Background: an optimization exercise with open tools, aiming at small area, a short achievable clock period and few clock cycles per item. Do not read the settings as production practice. In this exercise RTL edits were held to simulation tests only and were not proved equivalent to the original. No activity file was given, so power comes from the tool's default toggle rates.

### flow/run.sh
#!/bin/bash
# synth_recipe.tcl (not shown) runs the flow's synth.tcl, then flattens the netlist and writes it again
# the make line also repeats each setting of config.mk as NAME=value (left out here)
make -C /OpenROAD-flow-scripts/flow DESIGN_CONFIG=/design/flow/config.mk WORK_HOME=/design/flow/orfs CLKGATE_MAP_FILE= SYNTH_SCRIPT=/design/flow/synth_recipe.tcl finish
### flow/config.mk
export PLATFORM = sky130hd
export DESIGN_NAME = popcount_unit
export DESIGN_NICKNAME = popcount_unit
export VERILOG_FILES = /design/flow/design.v
export SDC_FILE = /design/flow/constraint.sdc
export NUM_CORES = 4
export LEC_CHECK = 0
export CAP_MARGIN = 20
export CORE_MARGIN = 2
export CORE_UTILIZATION = 60
export SETUP_SLACK_MARGIN = 3.5
export SLEW_MARGIN = 20
export SYNTH_HIERARCHICAL = 1
export SYNTH_MINIMUM_KEEP_SIZE = 0
### flow/constraint.sdc
create_clock -name core_clock -period 7.0 [get_ports {clk}]
set_input_delay 1.4000 -clock core_clock [delete_from_list [all_inputs] [get_ports {clk}]]
set_output_delay 1.4000 -clock core_clock [all_outputs]
set_load 0.01 [all_outputs]
### flow/design.v
module popcount_unit (
    input  wire         clk,
    input  wire         rst,         
    input  wire         in_valid,
    input  wire [1:0]   op,          
    input  wire [127:0] operand,
    output reg          out_valid,
    output reg  [7:0]   result,
    output reg          valid,
    output reg          illegal,
    output reg  [2:0]   strategy
);
    wire fs1;
    wire fc2;
    wire fs3;
    wire fc4;
    wire fs5;
    wire fc6;
    wire fs7;
    wire fc8;
    wire fs9;
    wire fc10;
    wire fs11;
    wire fc12;
    wire fs13;
    wire fc14;
    wire fs15;
    wire fc16;
    wire fs17;
    wire fc18;
    wire fs19;
    wire fc20;
    wire fs21;
    wire fc22;
    wire fs23;
    wire fc24;
    wire fs25;
    wire fc26;
    wire fs27;
    wire fc28;
    wire fs29;
    wire fc30;
    wire fs31;
    wire fc32;
    wire fs33;
    wire fc34;
    wire fs35;
    wire fc36;
    wire fs37;
    wire fc38;
    wire fs39;
    wire fc40;
    wire fs41;
    wire fc42;
    wire fs43;
    wire fc44;
    wire fs45;
    wire fc46;
    wire fs47;
    wire fc48;
    wire fs49;
    wire fc50;
    wire fs51;
    wire fc52;
    wire fs53;
    wire fc54;
    wire fs55;
    wire fc56;
    wire fs57;
    wire fc58;
    wire fs59;
    wire fc60;
    wire fs61;
    wire fc62;
    wire fs63;
    wire fc64;
    wire fs65;
    wire fc66;
    wire fs67;
    wire fc68;
    wire fs69;
    wire fc70;
    wire fs71;
    wire fc72;
    wire fs73;
    wire fc74;
    wire fs75;
    wire fc76;
    wire fs77;
    wire fc78;
    wire fs79;
    wire fc80;
    wire fs81;
    wire fc82;
    wire fs83;
    wire fc84;
    wire fs85;
    wire fc86;
    wire fs87;
    wire fc88;
    wire fs89;
    wire fc90;
    wire fs91;
    wire fc92;
    wire fs93;
    wire fc94;
    wire fs95;
    wire fc96;
    wire fs97;
    wire fc98;
    wire fs99;
    wire fc100;
    wire fs101;
    wire fc102;
    wire fs103;
    wire fc104;
    wire fs105;
    wire fc106;
    wire fs107;
    wire fc108;
    wire fs109;
    wire fc110;
    wire fs111;
    wire fc112;
    wire fs113;
    wire fc114;
    wire fs115;
    wire fc116;
    wire fs117;
    wire fc118;
    wire fs119;
    wire fc120;
    wire fs121;
    wire fc122;
    wire fs123;
    wire fc124;
    wire fs125;
    wire fc126;
    wire fs127;
    wire fc128;
    wire fs129;
    wire fc130;
    wire fs131;
    wire fc132;
    wire fs133;
    wire fc134;
    wire fs135;
    wire fc136;
    wire fs137;
    wire fc138;
    wire fs139;
    wire fc140;
    wire fs141;
    wire fc142;
    wire fs143;
    wire fc144;
    wire fs145;
    wire fc146;
    wire fs147;
    wire fc148;
    wire fs149;
    wire fc150;
    wire fs151;
    wire fc152;
    wire fs153;
    wire fc154;
    wire fs155;
    wire fc156;
    wire fs157;
    wire fc158;
    wire fs159;
    wire fc160;
    wire fs161;
    wire fc162;
    wire fs163;
    wire fc164;
    wire fs165;
    wire fc166;
    wire fs167;
    wire fc168;
    wire fs169;
    wire fc170;
    wire fs171;
    wire fc172;
    wire fs173;
    wire fc174;
    wire fs175;
    wire fc176;
    wire fs177;
    wire fc178;
    wire fs179;
    wire fc180;
    wire fs181;
    wire fc182;
    wire fs183;
    wire fc184;
    wire fs185;
    wire fc186;
    wire fs187;
    wire fc188;
    wire fs189;
    wire fc190;
    wire fs191;
    wire fc192;
    wire fs193;
    wire fc194;
    wire fs195;
    wire fc196;
    wire fs197;
    wire fc198;
    wire fs199;
    wire fc200;
    wire fs201;
    wire fc202;
    wire es203;
    wire ez204;
    wire es205;
    wire ez206;
    wire es207;
    wire ez208;
    wire es209;
    wire ez210;
    wire es211;
    wire ez212;
    wire es213;
    wire ez214;
    wire es215;
    wire ez216;
    wire es217;
    wire ez218;
    wire es219;
    wire ez220;
    wire es221;
    wire ez222;
    wire es223;
    wire ez224;
    wire es225;
    wire ez226;
    wire es227;
    wire ez228;
    wire es229;
    wire ez230;
    wire es231;
    wire ez232;
    wire es233;
    wire ez234;
    wire es235;
    wire ez236;
    wire es237;
    wire ez238;
    wire es239;
    wire ez240;
    wire es241;
    wire ez242;
    wire es243;
    wire ez244;
    wire es245;
    wire ez246;
    wire es247;
    wire ez248;
    wire es249;
    wire ez250;
    wire es251;
    wire ez252;
    wire es253;
    wire ez254;
    wire es255;
    wire ez256;
    wire es257;
    wire ez258;
    wire es259;
    wire ez260;
    wire es261;
    wire ez262;
    wire es263;
    wire ez264;
    wire es265;
    wire ez266;
    wire es267;
    wire ez268;
    wire es269;
    wire ez270;
    wire es271;
    wire ez272;
    wire es273;
    wire ez274;
    wire es275;
    wire ez276;
    wire es277;
    wire ez278;
    wire es279;
    wire ez280;
    wire es281;
    wire ez282;
    wire es283;
    wire ez284;
    wire es285;
    wire ez286;
    wire es287;
    wire ez288;
    wire es289;
    wire ez290;
    wire es291;
    wire ez292;
    wire es293;
    wire ez294;
    wire es295;
    wire ez296;
    wire es297;
    wire ez298;
    wire es299;
    wire ez300;
    wire es301;
    wire ez302;
    wire es303;
    wire ez304;
    wire es305;
    wire ez306;
    wire es307;
    wire ez308;
    wire es309;
    wire ez310;
    wire es311;
    wire ez312;
    wire es313;
    wire ez314;
    wire es315;
    wire ez316;
    wire es317;
    wire ez318;
    wire es319;
    wire ez320;
    wire es321;
    wire ez322;
    wire es323;
    wire ez324;
    wire es325;
    wire ez326;
    wire es327;
    wire ez328;
    wire es329;
    wire ez330;
    wire es331;
    wire ez332;
    wire em333;
    wire es334;
    wire ez335;
    wire em336;
    wire es337;
    wire ez338;
    wire em339;
    wire es340;
    wire ez341;
    wire em342;
    wire es343;
    wire ez344;
    wire em345;
    wire es346;
    wire ez347;
    wire em348;
    wire es349;
    wire ez350;
    wire em351;
    wire es352;
    wire ez353;
    wire em354;
    wire es355;
    wire ez356;
    wire em357;
    wire es358;
    wire ez359;
    wire em360;
    wire es361;
    wire ez362;
    wire em363;
    wire es364;
    wire ez365;
    wire em366;
    wire es367;
    wire ez368;
    wire em369;
    wire es370;
    wire ez371;
    wire em372;
    wire es373;
    wire ez374;
    wire em375;
    wire es376;
    wire ez377;
    wire em378;
    wire es379;
    wire ez380;
    wire em381;
    wire es382;
    wire ez383;
    wire em384;
    wire es385;
    wire ez386;
    wire em387;
    wire es388;
    wire ez389;
    wire em390;
    wire es391;
    wire ez392;
    wire em393;
    wire es394;
    wire ez395;
    wire em396;
    wire es397;
    wire ez398;
    wire em399;
    wire es400;
    wire ez401;
    wire em402;
    wire es403;
    wire ez404;
    wire em405;
    wire es406;
    wire ez407;
    wire em408;
    wire es409;
    wire ez410;
    wire em411;
    wire es412;
    wire ez413;
    wire em414;
    wire es415;
    wire ez416;
    wire em417;
    wire es418;
    wire ez419;
    wire em420;
    wire es421;
    wire ez422;
    wire em423;
    wire es424;
    wire ez425;
    wire em426;
    wire es427;
    wire ez428;
    wire em429;
    wire em430;
    wire es431;
    wire ez432;
    wire em433;
    wire em434;
    wire es435;
    wire ez436;
    wire em437;
    wire em438;
    wire es439;
    wire ez440;
    wire em441;
    wire em442;
    wire es443;
    wire ez444;
    wire em445;
    wire em446;
    wire es447;
    wire ez448;
    wire em449;
    wire em450;
    wire es451;
    wire ez452;
    wire em453;
    wire em454;
    wire es455;
    wire ez456;
    wire em457;
    wire em458;
    wire es459;
    wire ez460;
    wire em461;
    wire em462;
    wire es463;
    wire ez464;
    wire em465;
    wire em466;
    wire es467;
    wire ez468;
    wire em469;
    wire em470;
    wire es471;
    wire ez472;
    wire em473;
    wire em474;
    wire es475;
    wire ez476;
    wire em477;
    wire em478;
    wire es479;
    wire ez480;
    wire em481;
    wire em482;
    wire es483;
    wire ez484;
    wire em485;
    wire em486;
    wire es487;
    wire ez488;
    wire em489;
    wire em490;
    wire es491;
    wire ez492;
    wire em493;
    wire em494;
    wire em495;
    wire es496;
    wire ez497;
    wire em498;
    wire em499;
    wire em500;
    wire es501;
    wire ez502;
    wire em503;
    wire em504;
    wire em505;
    wire es506;
    wire ez507;
    wire em508;
    wire em509;
    wire em510;
    wire es511;
    wire ez512;
    wire em513;
    wire em514;
    wire em515;
    wire es516;
    wire ez517;
    wire em518;
    wire em519;
    wire em520;
    wire es521;
    wire ez522;
    wire em523;
    wire em524;
    wire em525;
    wire es526;
    wire ez527;
    wire em528;
    wire em529;
    wire em530;
    wire es531;
    wire ez532;
    wire em533;
    wire em534;
    wire em535;
    wire em536;
    wire es537;
    wire ez538;
    wire em539;
    wire em540;
    wire em541;
    wire em542;
    wire es543;
    wire ez544;
    wire em545;
    wire em546;
    wire em547;
    wire em548;
    wire es549;
    wire ez550;
    wire em551;
    wire em552;
    wire em553;
    wire em554;
    wire es555;
    wire ez556;
    wire em557;
    wire em558;
    wire em559;
    wire em560;
    wire em561;
    wire es562;
    wire ez563;
    wire em564;
    wire em565;
    wire em566;
    wire em567;
    wire em568;
    wire fs569;
    wire fc570;
    wire fs571;
    wire fc572;
    wire fs573;
    wire fc574;
    wire fs575;
    wire fc576;
    wire fs577;
    wire fc578;
    wire fs579;
    wire fc580;
    wire fs581;
    wire fc582;
    wire fs583;
    wire fc584;
    wire fs585;
    wire fc586;
    wire fs587;
    wire fc588;
    wire fs589;
    wire fc590;
    wire fs591;
    wire fc592;
    wire fs593;
    wire fc594;
    wire fs595;
    wire fc596;
    wire fs597;
    wire fc598;
    wire fs599;
    wire fc600;
    wire fs601;
    wire fc602;
    wire fs603;
    wire fc604;
    wire fs605;
    wire fc606;
    wire es607;
    wire ez608;
    wire em609;
    wire em610;
    wire em611;
    wire em612;
    wire em613;
    wire em614;
    wire ispop615;
    wire isscan616;
    wire ra617;
    wire rb618;
    wire ra619;
    wire ra620;
    wire ra621;
    wire ra622;
    wire ra623;
    wire ra624;
    wire ra625;
    wire vl626;
    wire il627;
    reg pc0_r1_0;
    reg pc0_r1_1;
    reg pc1_r1_2;
    reg pc1_r1_3;
    reg pc1_r1_4;
    reg pc1_r1_5;
    reg pc1_r1_6;
    reg pc1_r1_7;
    reg pc1_r1_8;
    reg pc2_r1_9;
    reg pc2_r1_10;
    reg pc2_r1_11;
    reg pc2_r1_12;
    reg pc2_r1_13;
    reg pc2_r1_14;
    reg pc2_r1_15;
    reg pc2_r1_16;
    reg pc2_r1_17;
    reg pc2_r1_18;
    reg pc3_r1_19;
    reg pc3_r1_20;
    reg pc3_r1_21;
    reg pc3_r1_22;
    reg pc3_r1_23;
    reg pc3_r1_24;
    reg pc3_r1_25;
    reg pc4_r1_26;
    reg ez_r1_27;
    reg ei_r1_28;
    reg ei_r1_29;
    reg ei_r1_30;
    reg ei_r1_31;
    reg ei_r1_32;
    reg ei_r1_33;
    reg ez_r1_34;
    reg ei_r1_35;
    reg ei_r1_36;
    reg ei_r1_37;
    reg ei_r1_38;
    reg ei_r1_39;
    reg ei_r1_40;
    reg op0_r1_41;
    reg op1_r1_42;
    reg ra0_r2_43;
    reg rb0_r2_44;
    reg ra1_r2_45;
    reg ra2_r2_46;
    reg ra3_r2_47;
    reg ra4_r2_48;
    reg ra5_r2_49;
    reg ra6_r2_50;
    reg valid_r2_51;
    reg ill_r2_52;
    reg ispop_r2_53;
    reg vld_r1, vld_r2;
    fa3 u_fs1 (.a(operand[0]), .b(operand[100]), .c(operand[101]), .s(fs1), .co(fc2));
    fa3 u_fs3 (.a(operand[102]), .b(operand[103]), .c(operand[104]), .s(fs3), .co(fc4));
    fa3 u_fs5 (.a(operand[105]), .b(operand[106]), .c(operand[107]), .s(fs5), .co(fc6));
    fa3 u_fs7 (.a(operand[108]), .b(operand[109]), .c(operand[10]), .s(fs7), .co(fc8));
    fa3 u_fs9 (.a(operand[110]), .b(operand[111]), .c(operand[112]), .s(fs9), .co(fc10));
    fa3 u_fs11 (.a(operand[113]), .b(operand[114]), .c(operand[115]), .s(fs11), .co(fc12));
    fa3 u_fs13 (.a(operand[116]), .b(operand[117]), .c(operand[118]), .s(fs13), .co(fc14));
    fa3 u_fs15 (.a(operand[119]), .b(operand[11]), .c(operand[120]), .s(fs15), .co(fc16));
    fa3 u_fs17 (.a(operand[121]), .b(operand[122]), .c(operand[123]), .s(fs17), .co(fc18));
    fa3 u_fs19 (.a(operand[124]), .b(operand[125]), .c(operand[126]), .s(fs19), .co(fc20));
    fa3 u_fs21 (.a(operand[127]), .b(operand[12]), .c(operand[13]), .s(fs21), .co(fc22));
    fa3 u_fs23 (.a(operand[14]), .b(operand[15]), .c(operand[16]), .s(fs23), .co(fc24));
    fa3 u_fs25 (.a(operand[17]), .b(operand[18]), .c(operand[19]), .s(fs25), .co(fc26));
    fa3 u_fs27 (.a(operand[1]), .b(operand[20]), .c(operand[21]), .s(fs27), .co(fc28));
    fa3 u_fs29 (.a(operand[22]), .b(operand[23]), .c(operand[24]), .s(fs29), .co(fc30));
    fa3 u_fs31 (.a(operand[25]), .b(operand[26]), .c(operand[27]), .s(fs31), .co(fc32));
    fa3 u_fs33 (.a(operand[28]), .b(operand[29]), .c(operand[2]), .s(fs33), .co(fc34));
    fa3 u_fs35 (.a(operand[30]), .b(operand[31]), .c(operand[32]), .s(fs35), .co(fc36));
    fa3 u_fs37 (.a(operand[33]), .b(operand[34]), .c(operand[35]), .s(fs37), .co(fc38));
    fa3 u_fs39 (.a(operand[36]), .b(operand[37]), .c(operand[38]), .s(fs39), .co(fc40));
    fa3 u_fs41 (.a(operand[39]), .b(operand[3]), .c(operand[40]), .s(fs41), .co(fc42));
    fa3 u_fs43 (.a(operand[41]), .b(operand[42]), .c(operand[43]), .s(fs43), .co(fc44));
    fa3 u_fs45 (.a(operand[44]), .b(operand[45]), .c(operand[46]), .s(fs45), .co(fc46));
    fa3 u_fs47 (.a(operand[47]), .b(operand[48]), .c(operand[49]), .s(fs47), .co(fc48));
    fa3 u_fs49 (.a(operand[4]), .b(operand[50]), .c(operand[51]), .s(fs49), .co(fc50));
    fa3 u_fs51 (.a(operand[52]), .b(operand[53]), .c(operand[54]), .s(fs51), .co(fc52));
    fa3 u_fs53 (.a(operand[55]), .b(operand[56]), .c(operand[57]), .s(fs53), .co(fc54));
    fa3 u_fs55 (.a(operand[58]), .b(operand[59]), .c(operand[5]), .s(fs55), .co(fc56));
    fa3 u_fs57 (.a(operand[60]), .b(operand[61]), .c(operand[62]), .s(fs57), .co(fc58));
    fa3 u_fs59 (.a(operand[63]), .b(operand[64]), .c(operand[65]), .s(fs59), .co(fc60));
    fa3 u_fs61 (.a(operand[66]), .b(operand[67]), .c(operand[68]), .s(fs61), .co(fc62));
    fa3 u_fs63 (.a(operand[69]), .b(operand[6]), .c(operand[70]), .s(fs63), .co(fc64));
    fa3 u_fs65 (.a(operand[71]), .b(operand[72]), .c(operand[73]), .s(fs65), .co(fc66));
    fa3 u_fs67 (.a(operand[74]), .b(operand[75]), .c(operand[76]), .s(fs67), .co(fc68));
    fa3 u_fs69 (.a(operand[77]), .b(operand[78]), .c(operand[79]), .s(fs69), .co(fc70));
    fa3 u_fs71 (.a(operand[7]), .b(operand[80]), .c(operand[81]), .s(fs71), .co(fc72));
    fa3 u_fs73 (.a(operand[82]), .b(operand[83]), .c(operand[84]), .s(fs73), .co(fc74));
    fa3 u_fs75 (.a(operand[85]), .b(operand[86]), .c(operand[87]), .s(fs75), .co(fc76));
    fa3 u_fs77 (.a(operand[88]), .b(operand[89]), .c(operand[8]), .s(fs77), .co(fc78));
    fa3 u_fs79 (.a(operand[90]), .b(operand[91]), .c(operand[92]), .s(fs79), .co(fc80));
    fa3 u_fs81 (.a(operand[93]), .b(operand[94]), .c(operand[95]), .s(fs81), .co(fc82));
    fa3 u_fs83 (.a(operand[96]), .b(operand[97]), .c(operand[98]), .s(fs83), .co(fc84));
    fa3 u_fs85 (.a(fc10), .b(fc12), .c(fc14), .s(fs85), .co(fc86));
    fa3 u_fs87 (.a(fc16), .b(fc18), .c(fc2), .s(fs87), .co(fc88));
    fa3 u_fs89 (.a(fc20), .b(fc22), .c(fc24), .s(fs89), .co(fc90));
    fa3 u_fs91 (.a(fc26), .b(fc28), .c(fc30), .s(fs91), .co(fc92));
    fa3 u_fs93 (.a(fc32), .b(fc34), .c(fc36), .s(fs93), .co(fc94));
    fa3 u_fs95 (.a(fc38), .b(fc4), .c(fc40), .s(fs95), .co(fc96));
    fa3 u_fs97 (.a(fc42), .b(fc44), .c(fc46), .s(fs97), .co(fc98));
    fa3 u_fs99 (.a(fc48), .b(fc50), .c(fc52), .s(fs99), .co(fc100));
    fa3 u_fs101 (.a(fc54), .b(fc56), .c(fc58), .s(fs101), .co(fc102));
    fa3 u_fs103 (.a(fc6), .b(fc60), .c(fc62), .s(fs103), .co(fc104));
    fa3 u_fs105 (.a(fc64), .b(fc66), .c(fc68), .s(fs105), .co(fc106));
    fa3 u_fs107 (.a(fc70), .b(fc72), .c(fc74), .s(fs107), .co(fc108));
    fa3 u_fs109 (.a(fc76), .b(fc78), .c(fc8), .s(fs109), .co(fc110));
    fa3 u_fs111 (.a(fc80), .b(fc82), .c(fc84), .s(fs111), .co(fc112));
    fa3 u_fs113 (.a(operand[99]), .b(operand[9]), .c(fs1), .s(fs113), .co(fc114));
    fa3 u_fs115 (.a(fs11), .b(fs13), .c(fs15), .s(fs115), .co(fc116));
    fa3 u_fs117 (.a(fs17), .b(fs19), .c(fs21), .s(fs117), .co(fc118));
    fa3 u_fs119 (.a(fs23), .b(fs25), .c(fs27), .s(fs119), .co(fc120));
    fa3 u_fs121 (.a(fs29), .b(fs3), .c(fs31), .s(fs121), .co(fc122));
    fa3 u_fs123 (.a(fs33), .b(fs35), .c(fs37), .s(fs123), .co(fc124));
    fa3 u_fs125 (.a(fs39), .b(fs41), .c(fs43), .s(fs125), .co(fc126));
    fa3 u_fs127 (.a(fs45), .b(fs47), .c(fs49), .s(fs127), .co(fc128));
    fa3 u_fs129 (.a(fs5), .b(fs51), .c(fs53), .s(fs129), .co(fc130));
    fa3 u_fs131 (.a(fs55), .b(fs57), .c(fs59), .s(fs131), .co(fc132));
    fa3 u_fs133 (.a(fs61), .b(fs63), .c(fs65), .s(fs133), .co(fc134));
    fa3 u_fs135 (.a(fs67), .b(fs69), .c(fs7), .s(fs135), .co(fc136));
    fa3 u_fs137 (.a(fs71), .b(fs73), .c(fs75), .s(fs137), .co(fc138));
    fa3 u_fs139 (.a(fs77), .b(fs79), .c(fs81), .s(fs139), .co(fc140));
    fa3 u_fs141 (.a(fc100), .b(fc102), .c(fc104), .s(fs141), .co(fc142));
    fa3 u_fs143 (.a(fc106), .b(fc108), .c(fc110), .s(fs143), .co(fc144));
    fa3 u_fs145 (.a(fc112), .b(fc86), .c(fc88), .s(fs145), .co(fc146));
    fa3 u_fs147 (.a(fc90), .b(fc92), .c(fc94), .s(fs147), .co(fc148));
    fa3 u_fs149 (.a(fc114), .b(fc116), .c(fc118), .s(fs149), .co(fc150));
    fa3 u_fs151 (.a(fc120), .b(fc122), .c(fc124), .s(fs151), .co(fc152));
    fa3 u_fs153 (.a(fc126), .b(fc128), .c(fc130), .s(fs153), .co(fc154));
    fa3 u_fs155 (.a(fc132), .b(fc134), .c(fc136), .s(fs155), .co(fc156));
    fa3 u_fs157 (.a(fc138), .b(fc140), .c(fs101), .s(fs157), .co(fc158));
    fa3 u_fs159 (.a(fs103), .b(fs105), .c(fs107), .s(fs159), .co(fc160));
    fa3 u_fs161 (.a(fs109), .b(fs111), .c(fs85), .s(fs161), .co(fc162));
    fa3 u_fs163 (.a(fs87), .b(fs89), .c(fs91), .s(fs163), .co(fc164));
    fa3 u_fs165 (.a(fs93), .b(fs95), .c(fs97), .s(fs165), .co(fc166));
    fa3 u_fs167 (.a(fs83), .b(fs9), .c(fs113), .s(fs167), .co(fc168));
    fa3 u_fs169 (.a(fs115), .b(fs117), .c(fs119), .s(fs169), .co(fc170));
    fa3 u_fs171 (.a(fs121), .b(fs123), .c(fs125), .s(fs171), .co(fc172));
    fa3 u_fs173 (.a(fs127), .b(fs129), .c(fs131), .s(fs173), .co(fc174));
    fa3 u_fs175 (.a(fs133), .b(fs135), .c(fs137), .s(fs175), .co(fc176));
    fa3 u_fs177 (.a(fc142), .b(fc144), .c(fc146), .s(fs177), .co(fc178));
    fa3 u_fs179 (.a(fc96), .b(fc98), .c(fc150), .s(fs179), .co(fc180));
    fa3 u_fs181 (.a(fc152), .b(fc154), .c(fc156), .s(fs181), .co(fc182));
    fa3 u_fs183 (.a(fc158), .b(fc160), .c(fc162), .s(fs183), .co(fc184));
    fa3 u_fs185 (.a(fc164), .b(fc166), .c(fs141), .s(fs185), .co(fc186));
    fa3 u_fs187 (.a(fs143), .b(fs145), .c(fs147), .s(fs187), .co(fc188));
    fa3 u_fs189 (.a(fs99), .b(fc168), .c(fc170), .s(fs189), .co(fc190));
    fa3 u_fs191 (.a(fc172), .b(fc174), .c(fc176), .s(fs191), .co(fc192));
    fa3 u_fs193 (.a(fs149), .b(fs151), .c(fs153), .s(fs193), .co(fc194));
    fa3 u_fs195 (.a(fs155), .b(fs157), .c(fs159), .s(fs195), .co(fc196));
    fa3 u_fs197 (.a(fs161), .b(fs163), .c(fs165), .s(fs197), .co(fc198));
    fa3 u_fs199 (.a(fs139), .b(fs167), .c(fs169), .s(fs199), .co(fc200));
    fa3 u_fs201 (.a(fs171), .b(fs173), .c(fs175), .s(fs201), .co(fc202));
    assign es203 = op[1] ? operand[1] : ~operand[0];
    assign ez204 = operand[0] | operand[1];
    assign es205 = op[1] ? operand[3] : ~operand[2];
    assign ez206 = operand[2] | operand[3];
    assign es207 = op[1] ? operand[5] : ~operand[4];
    assign ez208 = operand[4] | operand[5];
    assign es209 = op[1] ? operand[7] : ~operand[6];
    assign ez210 = operand[6] | operand[7];
    assign es211 = op[1] ? operand[9] : ~operand[8];
    assign ez212 = operand[8] | operand[9];
    assign es213 = op[1] ? operand[11] : ~operand[10];
    assign ez214 = operand[10] | operand[11];
    assign es215 = op[1] ? operand[13] : ~operand[12];
    assign ez216 = operand[12] | operand[13];
    assign es217 = op[1] ? operand[15] : ~operand[14];
    assign ez218 = operand[14] | operand[15];
    assign es219 = op[1] ? operand[17] : ~operand[16];
    assign ez220 = operand[16] | operand[17];
    assign es221 = op[1] ? operand[19] : ~operand[18];
    assign ez222 = operand[18] | operand[19];
    assign es223 = op[1] ? operand[21] : ~operand[20];
    assign ez224 = operand[20] | operand[21];
    assign es225 = op[1] ? operand[23] : ~operand[22];
    assign ez226 = operand[22] | operand[23];
    assign es227 = op[1] ? operand[25] : ~operand[24];
    assign ez228 = operand[24] | operand[25];
    assign es229 = op[1] ? operand[27] : ~operand[26];
    assign ez230 = operand[26] | operand[27];
    assign es231 = op[1] ? operand[29] : ~operand[28];
    assign ez232 = operand[28] | operand[29];
    assign es233 = op[1] ? operand[31] : ~operand[30];
    assign ez234 = operand[30] | operand[31];
    assign es235 = op[1] ? operand[33] : ~operand[32];
    assign ez236 = operand[32] | operand[33];
    assign es237 = op[1] ? operand[35] : ~operand[34];
    assign ez238 = operand[34] | operand[35];
    assign es239 = op[1] ? operand[37] : ~operand[36];
    assign ez240 = operand[36] | operand[37];
    assign es241 = op[1] ? operand[39] : ~operand[38];
    assign ez242 = operand[38] | operand[39];
    assign es243 = op[1] ? operand[41] : ~operand[40];
    assign ez244 = operand[40] | operand[41];
    assign es245 = op[1] ? operand[43] : ~operand[42];
    assign ez246 = operand[42] | operand[43];
    assign es247 = op[1] ? operand[45] : ~operand[44];
    assign ez248 = operand[44] | operand[45];
    assign es249 = op[1] ? operand[47] : ~operand[46];
    assign ez250 = operand[46] | operand[47];
    assign es251 = op[1] ? operand[49] : ~operand[48];
    assign ez252 = operand[48] | operand[49];
    assign es253 = op[1] ? operand[51] : ~operand[50];
    assign ez254 = operand[50] | operand[51];
    assign es255 = op[1] ? operand[53] : ~operand[52];
    assign ez256 = operand[52] | operand[53];
    assign es257 = op[1] ? operand[55] : ~operand[54];
    assign ez258 = operand[54] | operand[55];
    assign es259 = op[1] ? operand[57] : ~operand[56];
    assign ez260 = operand[56] | operand[57];
    assign es261 = op[1] ? operand[59] : ~operand[58];
    assign ez262 = operand[58] | operand[59];
    assign es263 = op[1] ? operand[61] : ~operand[60];
    assign ez264 = operand[60] | operand[61];
    assign es265 = op[1] ? operand[63] : ~operand[62];
    assign ez266 = operand[62] | operand[63];
    assign es267 = op[1] ? operand[65] : ~operand[64];
    assign ez268 = operand[64] | operand[65];
    assign es269 = op[1] ? operand[67] : ~operand[66];
    assign ez270 = operand[66] | operand[67];
    assign es271 = op[1] ? operand[69] : ~operand[68];
    assign ez272 = operand[68] | operand[69];
    assign es273 = op[1] ? operand[71] : ~operand[70];
    assign ez274 = operand[70] | operand[71];
    assign es275 = op[1] ? operand[73] : ~operand[72];
    assign ez276 = operand[72] | operand[73];
    assign es277 = op[1] ? operand[75] : ~operand[74];
    assign ez278 = operand[74] | operand[75];
    assign es279 = op[1] ? operand[77] : ~operand[76];
    assign ez280 = operand[76] | operand[77];
    assign es281 = op[1] ? operand[79] : ~operand[78];
    assign ez282 = operand[78] | operand[79];
    assign es283 = op[1] ? operand[81] : ~operand[80];
    assign ez284 = operand[80] | operand[81];
    assign es285 = op[1] ? operand[83] : ~operand[82];
    assign ez286 = operand[82] | operand[83];
    assign es287 = op[1] ? operand[85] : ~operand[84];
    assign ez288 = operand[84] | operand[85];
    assign es289 = op[1] ? operand[87] : ~operand[86];
    assign ez290 = operand[86] | operand[87];
    assign es291 = op[1] ? operand[89] : ~operand[88];
    assign ez292 = operand[88] | operand[89];
    assign es293 = op[1] ? operand[91] : ~operand[90];
    assign ez294 = operand[90] | operand[91];
    assign es295 = op[1] ? operand[93] : ~operand[92];
    assign ez296 = operand[92] | operand[93];
    assign es297 = op[1] ? operand[95] : ~operand[94];
    assign ez298 = operand[94] | operand[95];
    assign es299 = op[1] ? operand[97] : ~operand[96];
    assign ez300 = operand[96] | operand[97];
    assign es301 = op[1] ? operand[99] : ~operand[98];
    assign ez302 = operand[98] | operand[99];
    assign es303 = op[1] ? operand[101] : ~operand[100];
    assign ez304 = operand[100] | operand[101];
    assign es305 = op[1] ? operand[103] : ~operand[102];
    assign ez306 = operand[102] | operand[103];
    assign es307 = op[1] ? operand[105] : ~operand[104];
    assign ez308 = operand[104] | operand[105];
    assign es309 = op[1] ? operand[107] : ~operand[106];
    assign ez310 = operand[106] | operand[107];
    assign es311 = op[1] ? operand[109] : ~operand[108];
    assign ez312 = operand[108] | operand[109];
    assign es313 = op[1] ? operand[111] : ~operand[110];
    assign ez314 = operand[110] | operand[111];
    assign es315 = op[1] ? operand[113] : ~operand[112];
    assign ez316 = operand[112] | operand[113];
    assign es317 = op[1] ? operand[115] : ~operand[114];
    assign ez318 = operand[114] | operand[115];
    assign es319 = op[1] ? operand[117] : ~operand[116];
    assign ez320 = operand[116] | operand[117];
    assign es321 = op[1] ? operand[119] : ~operand[118];
    assign ez322 = operand[118] | operand[119];
    assign es323 = op[1] ? operand[121] : ~operand[120];
    assign ez324 = operand[120] | operand[121];
    assign es325 = op[1] ? operand[123] : ~operand[122];
    assign ez326 = operand[122] | operand[123];
    assign es327 = op[1] ? operand[125] : ~operand[124];
    assign ez328 = operand[124] | operand[125];
    assign es329 = op[1] ? operand[127] : ~operand[126];
    assign ez330 = operand[126] | operand[127];
    assign es331 = op[1] ? ez206 : ~ez204;
    assign ez332 = ez204 | ez206;
    assign em333 = es331 ? es205 : es203;
    assign es334 = op[1] ? ez210 : ~ez208;
    assign ez335 = ez208 | ez210;
    assign em336 = es334 ? es209 : es207;
    assign es337 = op[1] ? ez214 : ~ez212;
    assign ez338 = ez212 | ez214;
    assign em339 = es337 ? es213 : es211;
    assign es340 = op[1] ? ez218 : ~ez216;
    assign ez341 = ez216 | ez218;
    assign em342 = es340 ? es217 : es215;
    assign es343 = op[1] ? ez222 : ~ez220;
    assign ez344 = ez220 | ez222;
    assign em345 = es343 ? es221 : es219;
    assign es346 = op[1] ? ez226 : ~ez224;
    assign ez347 = ez224 | ez226;
    assign em348 = es346 ? es225 : es223;
    assign es349 = op[1] ? ez230 : ~ez228;
    assign ez350 = ez228 | ez230;
    assign em351 = es349 ? es229 : es227;
    assign es352 = op[1] ? ez234 : ~ez232;
    assign ez353 = ez232 | ez234;
    assign em354 = es352 ? es233 : es231;
    assign es355 = op[1] ? ez238 : ~ez236;
    assign ez356 = ez236 | ez238;
    assign em357 = es355 ? es237 : es235;
    assign es358 = op[1] ? ez242 : ~ez240;
    assign ez359 = ez240 | ez242;
    assign em360 = es358 ? es241 : es239;
    assign es361 = op[1] ? ez246 : ~ez244;
    assign ez362 = ez244 | ez246;
    assign em363 = es361 ? es245 : es243;
    assign es364 = op[1] ? ez250 : ~ez248;
    assign ez365 = ez248 | ez250;
    assign em366 = es364 ? es249 : es247;
    assign es367 = op[1] ? ez254 : ~ez252;
    assign ez368 = ez252 | ez254;
    assign em369 = es367 ? es253 : es251;
    assign es370 = op[1] ? ez258 : ~ez256;
    assign ez371 = ez256 | ez258;
    assign em372 = es370 ? es257 : es255;
    assign es373 = op[1] ? ez262 : ~ez260;
    assign ez374 = ez260 | ez262;
    assign em375 = es373 ? es261 : es259;
    assign es376 = op[1] ? ez266 : ~ez264;
    assign ez377 = ez264 | ez266;
    assign em378 = es376 ? es265 : es263;
    assign es379 = op[1] ? ez270 : ~ez268;
    assign ez380 = ez268 | ez270;
    assign em381 = es379 ? es269 : es267;
    assign es382 = op[1] ? ez274 : ~ez272;
    assign ez383 = ez272 | ez274;
    assign em384 = es382 ? es273 : es271;
    assign es385 = op[1] ? ez278 : ~ez276;
    assign ez386 = ez276 | ez278;
    assign em387 = es385 ? es277 : es275;
    assign es388 = op[1] ? ez282 : ~ez280;
    assign ez389 = ez280 | ez282;
    assign em390 = es388 ? es281 : es279;
    assign es391 = op[1] ? ez286 : ~ez284;
    assign ez392 = ez284 | ez286;
    assign em393 = es391 ? es285 : es283;
    assign es394 = op[1] ? ez290 : ~ez288;
    assign ez395 = ez288 | ez290;
    assign em396 = es394 ? es289 : es287;
    assign es397 = op[1] ? ez294 : ~ez292;
    assign ez398 = ez292 | ez294;
    assign em399 = es397 ? es293 : es291;
    assign es400 = op[1] ? ez298 : ~ez296;
    assign ez401 = ez296 | ez298;
    assign em402 = es400 ? es297 : es295;
    assign es403 = op[1] ? ez302 : ~ez300;
    assign ez404 = ez300 | ez302;
    assign em405 = es403 ? es301 : es299;
    assign es406 = op[1] ? ez306 : ~ez304;
    assign ez407 = ez304 | ez306;
    assign em408 = es406 ? es305 : es303;
    assign es409 = op[1] ? ez310 : ~ez308;
    assign ez410 = ez308 | ez310;
    assign em411 = es409 ? es309 : es307;
    assign es412 = op[1] ? ez314 : ~ez312;
    assign ez413 = ez312 | ez314;
    assign em414 = es412 ? es313 : es311;
    assign es415 = op[1] ? ez318 : ~ez316;
    assign ez416 = ez316 | ez318;
    assign em417 = es415 ? es317 : es315;
    assign es418 = op[1] ? ez322 : ~ez320;
    assign ez419 = ez320 | ez322;
    assign em420 = es418 ? es321 : es319;
    assign es421 = op[1] ? ez326 : ~ez324;
    assign ez422 = ez324 | ez326;
    assign em423 = es421 ? es325 : es323;
    assign es424 = op[1] ? ez330 : ~ez328;
    assign ez425 = ez328 | ez330;
    assign em426 = es424 ? es329 : es327;
    assign es427 = op[1] ? ez335 : ~ez332;
    assign ez428 = ez332 | ez335;
    assign em429 = es427 ? em336 : em333;
    assign em430 = es427 ? es334 : es331;
    assign es431 = op[1] ? ez341 : ~ez338;
    assign ez432 = ez338 | ez341;
    assign em433 = es431 ? em342 : em339;
    assign em434 = es431 ? es340 : es337;
    assign es435 = op[1] ? ez347 : ~ez344;
    assign ez436 = ez344 | ez347;
    assign em437 = es435 ? em348 : em345;
    assign em438 = es435 ? es346 : es343;
    assign es439 = op[1] ? ez353 : ~ez350;
    assign ez440 = ez350 | ez353;
    assign em441 = es439 ? em354 : em351;
    assign em442 = es439 ? es352 : es349;
    assign es443 = op[1] ? ez359 : ~ez356;
    assign ez444 = ez356 | ez359;
    assign em445 = es443 ? em360 : em357;
    assign em446 = es443 ? es358 : es355;
    assign es447 = op[1] ? ez365 : ~ez362;
    assign ez448 = ez362 | ez365;
    assign em449 = es447 ? em366 : em363;
    assign em450 = es447 ? es364 : es361;
    assign es451 = op[1] ? ez371 : ~ez368;
    assign ez452 = ez368 | ez371;
    assign em453 = es451 ? em372 : em369;
    assign em454 = es451 ? es370 : es367;
    assign es455 = op[1] ? ez377 : ~ez374;
    assign ez456 = ez374 | ez377;
    assign em457 = es455 ? em378 : em375;
    assign em458 = es455 ? es376 : es373;
    assign es459 = op[1] ? ez383 : ~ez380;
    assign ez460 = ez380 | ez383;
    assign em461 = es459 ? em384 : em381;
    assign em462 = es459 ? es382 : es379;
    assign es463 = op[1] ? ez389 : ~ez386;
    assign ez464 = ez386 | ez389;
    assign em465 = es463 ? em390 : em387;
    assign em466 = es463 ? es388 : es385;
    assign es467 = op[1] ? ez395 : ~ez392;
    assign ez468 = ez392 | ez395;
    assign em469 = es467 ? em396 : em393;
    assign em470 = es467 ? es394 : es391;
    assign es471 = op[1] ? ez401 : ~ez398;
    assign ez472 = ez398 | ez401;
    assign em473 = es471 ? em402 : em399;
    assign em474 = es471 ? es400 : es397;
    assign es475 = op[1] ? ez407 : ~ez404;
    assign ez476 = ez404 | ez407;
    assign em477 = es475 ? em408 : em405;
    assign em478 = es475 ? es406 : es403;
    assign es479 = op[1] ? ez413 : ~ez410;
    assign ez480 = ez410 | ez413;
    assign em481 = es479 ? em414 : em411;
    assign em482 = es479 ? es412 : es409;
    assign es483 = op[1] ? ez419 : ~ez416;
    assign ez484 = ez416 | ez419;
    assign em485 = es483 ? em420 : em417;
    assign em486 = es483 ? es418 : es415;
    assign es487 = op[1] ? ez425 : ~ez422;
    assign ez488 = ez422 | ez425;
    assign em489 = es487 ? em426 : em423;
    assign em490 = es487 ? es424 : es421;
    assign es491 = op[1] ? ez432 : ~ez428;
    assign ez492 = ez428 | ez432;
    assign em493 = es491 ? em433 : em429;
    assign em494 = es491 ? em434 : em430;
    assign em495 = es491 ? es431 : es427;
    assign es496 = op[1] ? ez440 : ~ez436;
    assign ez497 = ez436 | ez440;
    assign em498 = es496 ? em441 : em437;
    assign em499 = es496 ? em442 : em438;
    assign em500 = es496 ? es439 : es435;
    assign es501 = op[1] ? ez448 : ~ez444;
    assign ez502 = ez444 | ez448;
    assign em503 = es501 ? em449 : em445;
    assign em504 = es501 ? em450 : em446;
    assign em505 = es501 ? es447 : es443;
    assign es506 = op[1] ? ez456 : ~ez452;
    assign ez507 = ez452 | ez456;
    assign em508 = es506 ? em457 : em453;
    assign em509 = es506 ? em458 : em454;
    assign em510 = es506 ? es455 : es451;
    assign es511 = op[1] ? ez464 : ~ez460;
    assign ez512 = ez460 | ez464;
    assign em513 = es511 ? em465 : em461;
    assign em514 = es511 ? em466 : em462;
    assign em515 = es511 ? es463 : es459;
    assign es516 = op[1] ? ez472 : ~ez468;
    assign ez517 = ez468 | ez472;
    assign em518 = es516 ? em473 : em469;
    assign em519 = es516 ? em474 : em470;
    assign em520 = es516 ? es471 : es467;
    assign es521 = op[1] ? ez480 : ~ez476;
    assign ez522 = ez476 | ez480;
    assign em523 = es521 ? em481 : em477;
    assign em524 = es521 ? em482 : em478;
    assign em525 = es521 ? es479 : es475;
    assign es526 = op[1] ? ez488 : ~ez484;
    assign ez527 = ez484 | ez488;
    assign em528 = es526 ? em489 : em485;
    assign em529 = es526 ? em490 : em486;
    assign em530 = es526 ? es487 : es483;
    assign es531 = op[1] ? ez497 : ~ez492;
    assign ez532 = ez492 | ez497;
    assign em533 = es531 ? em498 : em493;
    assign em534 = es531 ? em499 : em494;
    assign em535 = es531 ? em500 : em495;
    assign em536 = es531 ? es496 : es491;
    assign es537 = op[1] ? ez507 : ~ez502;
    assign ez538 = ez502 | ez507;
    assign em539 = es537 ? em508 : em503;
    assign em540 = es537 ? em509 : em504;
    assign em541 = es537 ? em510 : em505;
    assign em542 = es537 ? es506 : es501;
    assign es543 = op[1] ? ez517 : ~ez512;
    assign ez544 = ez512 | ez517;
    assign em545 = es543 ? em518 : em513;
    assign em546 = es543 ? em519 : em514;
    assign em547 = es543 ? em520 : em515;
    assign em548 = es543 ? es516 : es511;
    assign es549 = op[1] ? ez527 : ~ez522;
    assign ez550 = ez522 | ez527;
    assign em551 = es549 ? em528 : em523;
    assign em552 = es549 ? em529 : em524;
    assign em553 = es549 ? em530 : em525;
    assign em554 = es549 ? es526 : es521;
    assign es555 = op[1] ? ez538 : ~ez532;
    assign ez556 = ez532 | ez538;
    assign em557 = es555 ? em539 : em533;
    assign em558 = es555 ? em540 : em534;
    assign em559 = es555 ? em541 : em535;
    assign em560 = es555 ? em542 : em536;
    assign em561 = es555 ? es537 : es531;
    assign es562 = op[1] ? ez550 : ~ez544;
    assign ez563 = ez544 | ez550;
    assign em564 = es562 ? em551 : em545;
    assign em565 = es562 ? em552 : em546;
    assign em566 = es562 ? em553 : em547;
    assign em567 = es562 ? em554 : em548;
    assign em568 = es562 ? es549 : es543;
    fa3 u_fs569 (.a(pc1_r1_2), .b(pc1_r1_3), .c(pc1_r1_4), .s(fs569), .co(fc570));
    fa3 u_fs571 (.a(pc1_r1_5), .b(pc1_r1_6), .c(pc1_r1_7), .s(fs571), .co(fc572));
    fa3 u_fs573 (.a(pc2_r1_10), .b(pc2_r1_11), .c(pc2_r1_12), .s(fs573), .co(fc574));
    fa3 u_fs575 (.a(pc2_r1_13), .b(pc2_r1_14), .c(pc2_r1_15), .s(fs575), .co(fc576));
    fa3 u_fs577 (.a(pc2_r1_16), .b(pc2_r1_17), .c(pc2_r1_18), .s(fs577), .co(fc578));
    fa3 u_fs579 (.a(pc3_r1_19), .b(pc3_r1_20), .c(pc3_r1_21), .s(fs579), .co(fc580));
    fa3 u_fs581 (.a(pc3_r1_22), .b(pc3_r1_23), .c(pc3_r1_24), .s(fs581), .co(fc582));
    fa3 u_fs583 (.a(pc2_r1_9), .b(fc570), .c(fc572), .s(fs583), .co(fc584));
    fa3 u_fs585 (.a(pc3_r1_25), .b(fc574), .c(fc576), .s(fs585), .co(fc586));
    fa3 u_fs587 (.a(pc4_r1_26), .b(fc580), .c(fc582), .s(fs587), .co(fc588));
    fa3 u_fs589 (.a(pc1_r1_8), .b(fs569), .c(fs571), .s(fs589), .co(fc590));
    fa3 u_fs591 (.a(fs573), .b(fs575), .c(fs577), .s(fs591), .co(fc592));
    fa3 u_fs593 (.a(fc578), .b(fs579), .c(fs581), .s(fs593), .co(fc594));
    fa3 u_fs595 (.a(fc584), .b(fc592), .c(fs585), .s(fs595), .co(fc596));
    fa3 u_fs597 (.a(fc586), .b(fc594), .c(fs587), .s(fs597), .co(fc598));
    fa3 u_fs599 (.a(fc590), .b(fs583), .c(fs591), .s(fs599), .co(fc600));
    fa3 u_fs601 (.a(fs593), .b(fc600), .c(fs595), .s(fs601), .co(fc602));
    fa3 u_fs603 (.a(fc596), .b(fs597), .c(fc602), .s(fs603), .co(fc604));
    fa3 u_fs605 (.a(fc588), .b(fc598), .c(fc604), .s(fs605), .co(fc606));
    assign es607 = op1_r1_42 ? ez_r1_34 : ~ez_r1_27;
    assign ez608 = ez_r1_27 | ez_r1_34;
    assign em609 = es607 ? ei_r1_35 : ei_r1_28;
    assign em610 = es607 ? ei_r1_36 : ei_r1_29;
    assign em611 = es607 ? ei_r1_37 : ei_r1_30;
    assign em612 = es607 ? ei_r1_38 : ei_r1_31;
    assign em613 = es607 ? ei_r1_39 : ei_r1_32;
    assign em614 = es607 ? ei_r1_40 : ei_r1_33;
    assign ispop615 = ~op1_r1_42 & ~op0_r1_41;
    assign isscan616 = (op1_r1_42 ^ op0_r1_41) & ez608;
    assign ra617 = (ispop615 & pc0_r1_0) | (isscan616 & em609);
    assign rb618 = ispop615 & pc0_r1_1;
    assign ra619 = (ispop615 & fs589) | (isscan616 & em610);
    assign ra620 = (ispop615 & fs599) | (isscan616 & em611);
    assign ra621 = (ispop615 & fs601) | (isscan616 & em612);
    assign ra622 = (ispop615 & fs603) | (isscan616 & em613);
    assign ra623 = (ispop615 & fs605) | (isscan616 & em614);
    assign ra624 = (ispop615 & fc606) | (isscan616 & es607);
    assign ra625 = 1'b0;
    assign vl626 = ispop615 | isscan616;
    assign il627 = op1_r1_42 & op0_r1_41;
    always @(posedge clk) begin
        pc0_r1_0 <= fs199;
        pc0_r1_1 <= fs201;
        pc1_r1_2 <= fc200;
        pc1_r1_3 <= fc202;
        pc1_r1_4 <= fs189;
        pc1_r1_5 <= fs191;
        pc1_r1_6 <= fs193;
        pc1_r1_7 <= fs195;
        pc1_r1_8 <= fs197;
        pc2_r1_9 <= fc190;
        pc2_r1_10 <= fc192;
        pc2_r1_11 <= fc194;
        pc2_r1_12 <= fc196;
        pc2_r1_13 <= fc198;
        pc2_r1_14 <= fs179;
        pc2_r1_15 <= fs181;
        pc2_r1_16 <= fs183;
        pc2_r1_17 <= fs185;
        pc2_r1_18 <= fs187;
        pc3_r1_19 <= fc148;
        pc3_r1_20 <= fs177;
        pc3_r1_21 <= fc180;
        pc3_r1_22 <= fc182;
        pc3_r1_23 <= fc184;
        pc3_r1_24 <= fc186;
        pc3_r1_25 <= fc188;
        pc4_r1_26 <= fc178;
        ez_r1_27 <= ez556;
        ei_r1_28 <= em557;
        ei_r1_29 <= em558;
        ei_r1_30 <= em559;
        ei_r1_31 <= em560;
        ei_r1_32 <= em561;
        ei_r1_33 <= es555;
        ez_r1_34 <= ez563;
        ei_r1_35 <= em564;
        ei_r1_36 <= em565;
        ei_r1_37 <= em566;
        ei_r1_38 <= em567;
        ei_r1_39 <= em568;
        ei_r1_40 <= es562;
        op0_r1_41 <= op[0];
        op1_r1_42 <= op[1];
        ra0_r2_43 <= ra617;
        rb0_r2_44 <= rb618;
        ra1_r2_45 <= ra619;
        ra2_r2_46 <= ra620;
        ra3_r2_47 <= ra621;
        ra4_r2_48 <= ra622;
        ra5_r2_49 <= ra623;
        ra6_r2_50 <= ra624;
        valid_r2_51 <= vl626;
        ill_r2_52 <= il627;
        ispop_r2_53 <= ispop615;
    end
    always @(posedge clk) begin
        if (rst) begin
            vld_r1 <= 1'b0;
            vld_r2 <= 1'b0;
        end else begin
            vld_r1 <= in_valid;
            vld_r2 <= vld_r1;
        end
    end
    wire [7:0] row_a = {1'b0, ra6_r2_50, ra5_r2_49, ra4_r2_48, ra3_r2_47, ra2_r2_46, ra1_r2_45, ra0_r2_43};
    wire [7:0] row_b = {1'b0, 1'b0, 1'b0, 1'b0, 1'b0, 1'b0, 1'b0, rb0_r2_44};
    wire [7:0] sum = row_a + row_b;
    always @* begin
        out_valid = vld_r2;
        result    = sum;
        valid     = valid_r2_51;
        illegal   = ill_r2_52;
        if (ispop_r2_53)
            strategy = (sum[7:4] == 4'd0) ? 3'b010 : 3'b001;
        else
            strategy = {1'b1, ill_r2_52, ill_r2_52};
    end
endmodule
module fa3 (input wire a, input wire b, input wire c, output wire s, output wire co);
    assign s  = a ^ b ^ c;
    assign co = (a & b) | (a & c) | (b & c);
endmodule
==> results of run 1 <==
report_power, final:
part           internal [mW]  switching (mW)  leakage [nW]
clock network          0.203           0.109        0.0899
logic                  0.814           0.919          2.60
registers              0.445          0.0687         0.471
per-module statistics from Yosys, one instance, submodules excluded:
module | times used | area, um^2 | flops+latches | cells
popcount_unit | 1 | 4491 | 56 | 570
fa3 | 120 | 20.02 | 0 | 1
cells in the mapped netlist (4+ instances only):
cell type / n / area share
a211oi_1: 6 / 0.0065
a21oi_1: 55 / 0.040
a221oi_1: 4 / 0.0051
a31oi_1: 9 / 0.0082
and3_1: 5 / 0.0045
buf_2: 13 / 0.0094
clkbuf_1: 4 / 0.0022
clkbuf_8: 4 / 0.0080
dfxtp_1: 56 / 0.16
fa_1: 120 / 0.35
ha_1: 4 / 0.0073
inv_1: 13 / 0.0071
mux2_2: 6 / 0.0098
mux2i_1: 37 / 0.054
nand2_1: 57 / 0.031
nand3_1: 11 / 0.0080
nand4_1: 6 / 0.0054
nor2_1: 47 / 0.026
nor2b_1: 6 / 0.0054
nor3_1: 29 / 0.021
nor3b_1: 4 / 0.0044
nor4_1: 14 / 0.013
nor4_2: 17 / 0.031
o211ai_1: 8 / 0.0087
o21a_1: 8 / 0.0087
o21ai_0: 40 / 0.029
o21ai_2: 4 / 0.0051
o311ai_0: 4 / 0.0051
o31ai_1: 25 / 0.027
or4_1: 7 / 0.0076
layer usage:
layer / vias to the layer above / track usage / wire [um]
li1: 2853 / - / -
met1: 3056 / 0.4360 / 7997
met2: 322 / 0.5703 / 10120
met3: 64 / 0.04101 / 1358
met4: 0 / 0.1218 / 848
met5: - / 0 / 0
through the flow:
stage / hold WS (ns) / utilization / total power, mW / setup slack [ns]
final: 0.4597 / 0.7494 / 2.558 / 3.489
after floorplan: 0.4056 / - / 1.477 / 3.491
after global placement: 0.4310 / 0.7413 / 2.099 / 2.819
after global routing: 0.4674 / 0.7494 / 2.734 / 3.396
after CTS: 0.4465 / 0.7538 / 2.534 / 3.473
after detailed placement: 0.4306 / 0.7413 / 2.195 / 2.736
final timing paths:
check,startpoint,slack (ns),endpoint,cells after the start
max reg2reg,pc2_r1_10,3.63,ra5_r2_49,8
max,operand[60],3.49,pc0_r1_1,5
min,vld_r1,0.46,vld_r2,1
min reg2reg,vld_r1,0.46,vld_r2,1
placed cells by master (no fill, tap or decap), drive strengths merged, types with 3 or more instances in the layout:
master / netlist / layout
a211oi: 6 / 6
mux2: 6 / 6
nand2: 57 / 57
clkdlybuf4s50: 0 / 17
buf: 14 / 59
a221oi: 4 / 4
and3: 5 / 5
xnor2: 3 / 3
o21ai: 47 / 47
clkdlybuf4s15: 0 / 53
nor2: 47 / 47
dlygate4sd2: 0 / 9
inv: 14 / 14
a2111oi: 4 / 4
nor2b: 7 / 7
clkbuf: 8 / 17
or4: 10 / 10
a31oi: 10 / 10
o211ai: 9 / 9
o31ai: 27 / 27
dfxtp: 56 / 56
nand3: 12 / 12
o311ai: 5 / 5
a21o: 3 / 3
fa: 120 / 120
o21a: 8 / 8
mux2i: 37 / 37
a21oi: 56 / 56
nor3b: 4 / 4
nand3b: 3 / 3
a31o: 3 / 3
nor3: 29 / 29
and2: 3 / 3
ha: 4 / 4
nor4: 33 / 33
nand4: 7 / 7
logic make-up (layout without fill, tap and decap cells):
| family | count (synthesis) | in the layout | share of synthesized area |
|---|---|---|---|
| simple gates | 226 | 226 | 0.1877 |
| xor+xnor | 5 | 5 | 0.006354 |
| compound gates | 199 | 199 | 0.1919 |
| flops | 56 | 56 | 0.1626 |
| mux | 44 | 44 | 0.06680 |
| buf+inv | 36 | 171 | 0.02886 |
| fa+ha+maj | 124 | 124 | 0.3558 |
cell type report:
type / instances / area, um^2
clock buffer: 5 / 125.1
clock inverter: 2 / 60.06
timing repair buffer: 150 / 1222
multi-input combinational: 598 / 5717
fill: 814 / 2836
inverter: 14 / 60.06
sequential: 56 / 1121
tap: 143 / 178.9
repair_timing:
item                                    in CTS  in global routing
endpoints found under the setup margin      37                 23
setup buffers                                1                  2
pin swaps                                   60                 28
gates resized for setup                    411                 62
==> results.ini, run 1 <==
[outcome]
status = no timing/DRC/antenna violations

[setup_path]
crit_path_start_kind = input pin
critPathBufInv = 1
crit_top_cell = fa_1
path_class = input pin to flip-flop
path_cells = clkdlybuf4s15_1, fa_1, fa_1, fa_1, fa_1
worstPathArrival_ns = 3.68
critPathTopFamily = adder cells
cp_max_fo = 5
critPathSlowestCell = fa_1
worstPathRequired_ns = 7.17
cp-end-kind = flip-flop
slowest_delay_ns = 0.58

[clocking]
tritoncts = done
cts_root_buffer = clkbuf_16
hold_buffers = 0
ctsLongestPathBuffers = 2
clk_latency_ns = 0.29
clock_sinks = 56
htreeDepth = 2
clk_pin_slew_ns = 0.07
cts_made_buffers = 5

[floorplanning]
rows = 39
initial_utilization = 0.6089
fp.dieH_um = 111.2
die-area_um2 = 12360
die_w_um = 111.2
core_area_um2 = 11320
ios = 147

[global_route]
grt_pass1_wl_um = 32720
overflow = 0
grtUsageTotal = 0.3324
grt_pass1_vias = 6312
antenna_found_initial = 0
grt_max_degree = 83

[yosys]
async_flop_share = 0
syn_nets = 947
ys_ff_latch = 56
yosys_warnings = 7
ys_types = 73
synth_edf_count = 0
ys_seq_area_frac = 0.1626
synth_area_um2 = 6893
synth_top_flop_cell = dfxtp_1
syn_avg_cell_area_um2 = 9.990
syn_inst = 690

[sta]
fin_skew_ns = 0.004126
drv_slew = 0
rsz0062_at_grt = yes
hold_viol_final = 0
post-route-period-util = 0.5016
finalSetupViolCount = 0
setup_tns_ns = 0
max_slew_margin = 0.4747
fmax_mhz = 284.8
fin_crit_ns = 3.511
worst_pin_slew_ns = 0.7827

[placement]
dp_cells = 958
place.gp.congestion = 0.9639
port-buffer-count = 146
placed_area_um2 = 8392
dp_hpwl_um = 16940

[finish]
diodes = 0
final_nets = 1082
syn2layout_area_growth_pct = 23.09
fin_area_um2 = 8484
stdcell_count = 968
drive_gt1_frac = 0.2521

[power]
max-vdd-ir-drop_v = 0.0003562
cellPowerDensity_nw_per_um2 = 301.5
leakage_nw = 3.158

[detailed_routing]
antenna_left = 0
firstDrtPassIters = 5
vias = 6295
drc = 0
wl_per_cell_um = 20.99
initialDrtViolationCount = 570
finalWirelength_um = 20320
viasPerCell = 6.503

[flow_run]
cap_violations = 0

[min_path]
hold_class = flip-flop to flip-flop

Testbench counts, summed over its fixed seeds: cycles 4,008, items 4,000.
==> run 2: changes to the inputs <==
--- a/flow/config.mk
+++ b/flow/config.mk
@@ -10,3 +10,3 @@
 export CORE_UTILIZATION = 60
-export SETUP_SLACK_MARGIN = 3.5
+export SETUP_SLACK_MARGIN = 3.7
 export SLEW_MARGIN = 20
==> run 2 against run 1 <==
Synthesized cell count unchanged. Hold slack worse by 0.016 ns. First-iteration DRC count is 1.2% higher. Largest cell class unchanged. Sequential power increased by 2%. Count of clock-buffer cells in the layout is the same. Highest routed layer unchanged. Die area unchanged.
==> results.ini, run 2 <==
[outcome]
status = no timing/DRC/antenna violations  ; unchanged

[setup_path]
cp_max_fo = 2  ; was 5
path_class = input pin to flip-flop  ; unchanged
timing.reg2reg.setup_slack_ns = 3.82  ; was 3.63 ns
worstPathRequired_ns = 7.17  ; about the same
reg2reg_to = ra5_r2_49  ; unchanged
cp-end-kind = flip-flop  ; unchanged
worstPathArrival_ns = 3.61  ; was 3.68 ns
reg2reg_depth = 8  ; unchanged
crit_path_start_kind = input pin  ; unchanged
reg2reg_from = pc2_r1_16  ; was pc2_r1_10

[finish]
final_nets = 1090  ; was 1082
register_area_um2 = 1124  ; was 1121 um^2
syn2layout_area_growth_pct = 26.54  ; was 23.09%
num-fill-cells = 780  ; was 814
layout_common_cells = fa_2 (73), buf_2 (67), nand2_1 (56)  ; was fa_1 (97), nand2_1 (57), dfxtp_1 (56)
final_common_cell = fa_2  ; was fa_1
diodes = 0  ; unchanged
fin_area_um2 = 8722  ; was 8484 um^2
multi_input_area_um2 = 5897  ; was 5717 um^2
drive_gt1_frac = 0.3393  ; was 0.2521

[detailed_routing]
vias = 6274  ; was 6295
viasPerCell = 6.422  ; was 6.503
wl_per_cell_um = 21.12  ; was 20.99 um
initialDrtViolationCount = 577  ; was 570
finalWirelength_um = 20630  ; was 20320 um
drc = 0  ; unchanged
antenna_left = 0  ; unchanged
firstDrtPassIters = 5  ; unchanged

[clocking]
hold_buffers = 0  ; unchanged
tritoncts = done  ; unchanged
ctsLongestPathBuffers = 2  ; unchanged
cts_made_buffers = 5  ; unchanged
clk_latency_ns = 0.29  ; about the same
cts_root_buffer = clkbuf_16  ; unchanged
clock_sinks = 56  ; unchanged
clk_pin_slew_ns = 0.08  ; was 0.07 ns
htreeDepth = 2  ; unchanged

[placement]
post-place-ws_ns = 2.729  ; was 2.736 ns
placed_area_um2 = 8512  ; was 8392 um^2
port-buffer-count = 146  ; unchanged
dp_hpwl_um = 16760  ; was 16940 um
place.gp.congestion = 0.9675  ; was 0.9639

[power]
leakage_nw = 3.282  ; was 3.158 nW
clkPwrFrac = 0.117  ; was 0.122
p_total_mw = 2.530  ; was 2.558 mW
cellPowerDensity_nw_per_um2 = 290.0  ; was 301.5 nW/um^2
p_switching_mw = 1.067  ; was 1.096 mW
pwr-share-seq = 0.208  ; was 0.201
max-vdd-ir-drop_v = 0.0003857  ; was 0.0003562 V
switching_share = 0.4216  ; was 0.4286
intPower_mw = 1.463  ; was 1.462 mW
p_comb_frac = 0.676  ; was 0.677

[sta]
finalSetupViolCount = 0  ; unchanged
drv_slew = 0  ; unchanged
worst_pin_slew_ns = 0.8282  ; was 0.7827 ns
hold_viol_final = 0  ; unchanged
fmax_mhz = 290.6  ; was 284.8 MHz
fin_skew_ns = 0.005828  ; was 0.004126 ns
fin_crit_ns = 3.441  ; was 3.511 ns
worst_slack_ns = 3.559  ; was 3.489 ns
setup_tns_ns = 0  ; unchanged
max_slew_margin = 0.4441  ; was 0.4747
rsz0062_at_grt = yes  ; unchanged
post-route-period-util = 0.4916  ; was 0.5016
holdWs_ns = 0.4435  ; was 0.4597 ns

[global_route]
grt_pass1_vias = 6286  ; was 6312
antenna_found_initial = 0  ; unchanged
grt_max_degree = 82  ; was 83
grtUsageTotal = 0.3352  ; was 0.3324
grt_pass1_wl_um = 33020  ; was 32720 um
overflow = 0  ; unchanged

[yosys]
yosysTopAreaCell = fa_1  ; unchanged
netlist_top_cells_count = fa_1 (120), nand2_1 (57), dfxtp_1 (56)  ; unchanged
yosys_warnings = 7  ; unchanged
synth_top_flop_cell = dfxtp_1  ; unchanged
synth.area.top_cells = fa_1 (35%), dfxtp_1 (16%), mux2i_1 (5.4%)  ; unchanged
syn_inst = 690  ; unchanged
synth_area_um2 = 6893  ; unchanged
syn_nets = 947  ; unchanged
syn_avg_cell_area_um2 = 9.990  ; unchanged
synth_edf_count = 0  ; unchanged
ys_ff_latch = 56  ; unchanged
yosysMostFrequentCell = fa_1  ; unchanged
async_flop_share = 0  ; unchanged
ys_types = 73  ; unchanged
ys_seq_area_frac = 0.1626  ; unchanged
netlist.area_leader.share = 0.3485  ; unchanged

[floorplanning]
ios = 147  ; unchanged
die_w_um = 111.2  ; unchanged
die-area_um2 = 12360  ; unchanged
core_area_um2 = 11320  ; unchanged
rows = 39  ; unchanged
initial_utilization = 0.6089  ; unchanged
fp.dieH_um = 111.2  ; unchanged

[flow_run]
cap_violations = 0  ; unchanged

[min_path]
whs_path_depth = 1  ; unchanged
hp-start = vld_r1  ; unchanged
hold_class = flip-flop to flip-flop  ; unchanged
min_to = vld_r2  ; unchanged

==> run 2: how the worst max path moves through the flow <==
stage / from / end
3_3_place_gp: operand[6] / pc0_r1_1
2_1_floorplan: operand[47] / pc0_r1_1
3_5_place_dp: operand[6] / pc0_r1_1
4_1_cts: operand[107] / pc0_r1_1
5_1_grt: operand[27] / pc0_r1_1
6_report: operand[107] / pc0_r1_1
==> run 2: Yosys stat by module, one instance, submodules excluded <==
module | flip-flops and latches | cells | cell area [um^2] | times used
popcount_unit | 56 | 570 | 4491 | 1
fa3 | 0 | 1 | 20.02 | 120
==> run 2: area by class of cell <==
cell class,instances,area share
inverters,14,0.006599
repair buffers,158,0.1479
flip-flops and latches,56,0.1288
clock inverters,3,0.005738
well taps,143,0.02051
multi-input cells,598,0.6761
clock buffers,5,0.01435
==> run 2: cells by family after synthesis <==
logic type / Yosys count / share of synthesized area
AND/OR/NAND/NOR: 226 / 0.1877
adder cells (fa/ha/maj): 124 / 0.3558
buffers and inverters: 36 / 0.02886
XOR/XNOR: 5 / 0.006354
multiplexers: 44 / 0.06680
flip-flops: 56 / 0.1626
AO/OA/AOI/OAI: 199 / 0.1919
==> run 2: stage by stage <==
step,utilization,instances
final,0.7704,977
after global routing,0.7704,977
after CTS,0.7468,973
after detailed placement,0.7519,958
after global placement,0.7519,958
after floorplan,-,690
==> run 2: repair_timing <==
| action | 4_1_cts | 5_1_grt |
|---|---|---|
| endpoints found under the setup margin | 39 | 28 |
| gates resized for setup | 632 | 87 |
| pin swaps | 84 | 40 |
| endpoints found under the hold margin | 0 | 0 |
| buffers inserted | 7 | 4 |
| cloned | 0 | 0 |
==> run 2: worst max-delay path, stage by stage <==
cell   delay (ns)
buf_8        0.10
fa_2         0.61
fa_2         0.46
fa_1         0.60
fa_1         0.44
==> run 2: metal layers <==
metal  global-route usage  up-vias  share of wire
li1                     -     2862              -
met1               0.4497     3029           0.39
met2               0.5874      346           0.51
met3              0.03335       37          0.070
met4              0.08560        0          0.026
met5                    0        -              0
==> run 2: power by group through the flow <==
stage	registers [mW]	logic [mW]	clock network, mW
after global routing	0.535	1.91	0.308
after detailed placement	0.521	1.59	0
final	0.525	1.71	0.295
after global placement	0.519	1.53	0
after CTS	0.520	1.62	0.295
after floorplan	0.499	1.00	0
==> run 3: changes to the inputs <==
--- a/flow/config.mk
+++ b/flow/config.mk
@@ -9,3 +9,3 @@
 export CORE_MARGIN = 2
-export CORE_UTILIZATION = 60
+export CORE_UTILIZATION = 75
 export SETUP_SLACK_MARGIN = 3.7
==> run 3 against run 2 <==
The run now fails in global placement. Area after synthesis is the same. Synthesized cell count unchanged.
==> results.ini, run 3 <==
[yosys]
synth_top_flop_cell = dfxtp_1  ; unchanged
synth_area_um2 = 6893  ; unchanged
ys_ff_latch = 56  ; unchanged
syn_nets = 947  ; unchanged
ys_seq_area_frac = 0.1626  ; unchanged
async_flop_share = 0  ; unchanged
netlist.area_leader.share = 0.3485  ; unchanged
yosys_warnings = 7  ; unchanged
ys_types = 73  ; unchanged
yosysMostFrequentCell = fa_1  ; unchanged
yosysTopAreaCell = fa_1  ; unchanged
synth.area.top_cells = fa_1 (35%), dfxtp_1 (16%), mux2i_1 (5.4%)  ; unchanged
netlist_top_cells_count = fa_1 (120), nand2_1 (57), dfxtp_1 (56)  ; unchanged
syn_inst = 690  ; unchanged
synth_edf_count = 0  ; unchanged
syn_avg_cell_area_um2 = 9.990  ; unchanged

[outcome]
failed_stage = global placement
status = aborted with a tool error  ; was no timing/DRC/antenna violations
error = [ERROR GPL-0301] Utilization 103.485 % exceeds 100%.

[placement]
port-buffer-count = 146  ; unchanged

[floorplanning]
ios = 147  ; unchanged
rows = 34  ; was 39
fp.dieH_um = 99.87  ; was 111.2 um
die_w_um = 99.87  ; was 111.2 um
initial_utilization = 0.7828  ; was 0.6089

-- run 3: cell counts after synthesis --
No cell type changed its count.
-- run 3: cell families after synthesis --
logic type | count (synthesis) | share of synthesized area
compound gates | 199 | 0.1919
xor+xnor | 5 | 0.006354
fa+ha+maj | 124 | 0.3558
buf+inv | 36 | 0.02886
flops | 56 | 0.1626
mux | 44 | 0.06680
simple gates | 226 | 0.1877
-- run 3: modules after synthesis, one instance, submodules excluded --
module	flip-flops and latches	cell area, um^2	copies in the design
popcount_unit	56	4491	1
fa3	0	20.02	120

-- what the ideal ports hide --
In the flow no input, the clock included, has a driving cell. The finished layouts below were timed again as built, in two steps.
Step 1 assumes that a clkbuf_16 drives the clock port and a buf_2 every other input.
Step 2 moves the port delays by t, midway between the first and last clock arrival at a register: inputs arrive t later, outputs are due t later. That takes back most of the time a late clock gives input paths.
a / b / c = ideal ports / drivers / drivers and shift; a / b = the first two.
run	shift t [ns]	setup slack, ns	latest minus earliest clock arrival (ns)	worst register clock-pin slew, ns	cell pins on the clock port's net
run 1	0.325	3.489 / 3.499 / 3.174	0.004 / 0.004	0.07 / 0.07	1
run 2	0.325	3.559 / 3.554 / 3.230	0.006 / 0.007	0.08 / 0.08	1
After both steps setup and hold are still met in every run listed. The setup slack of run 2, which loses most, moves by -0.005 ns with the drivers and by -0.329 ns with both steps.
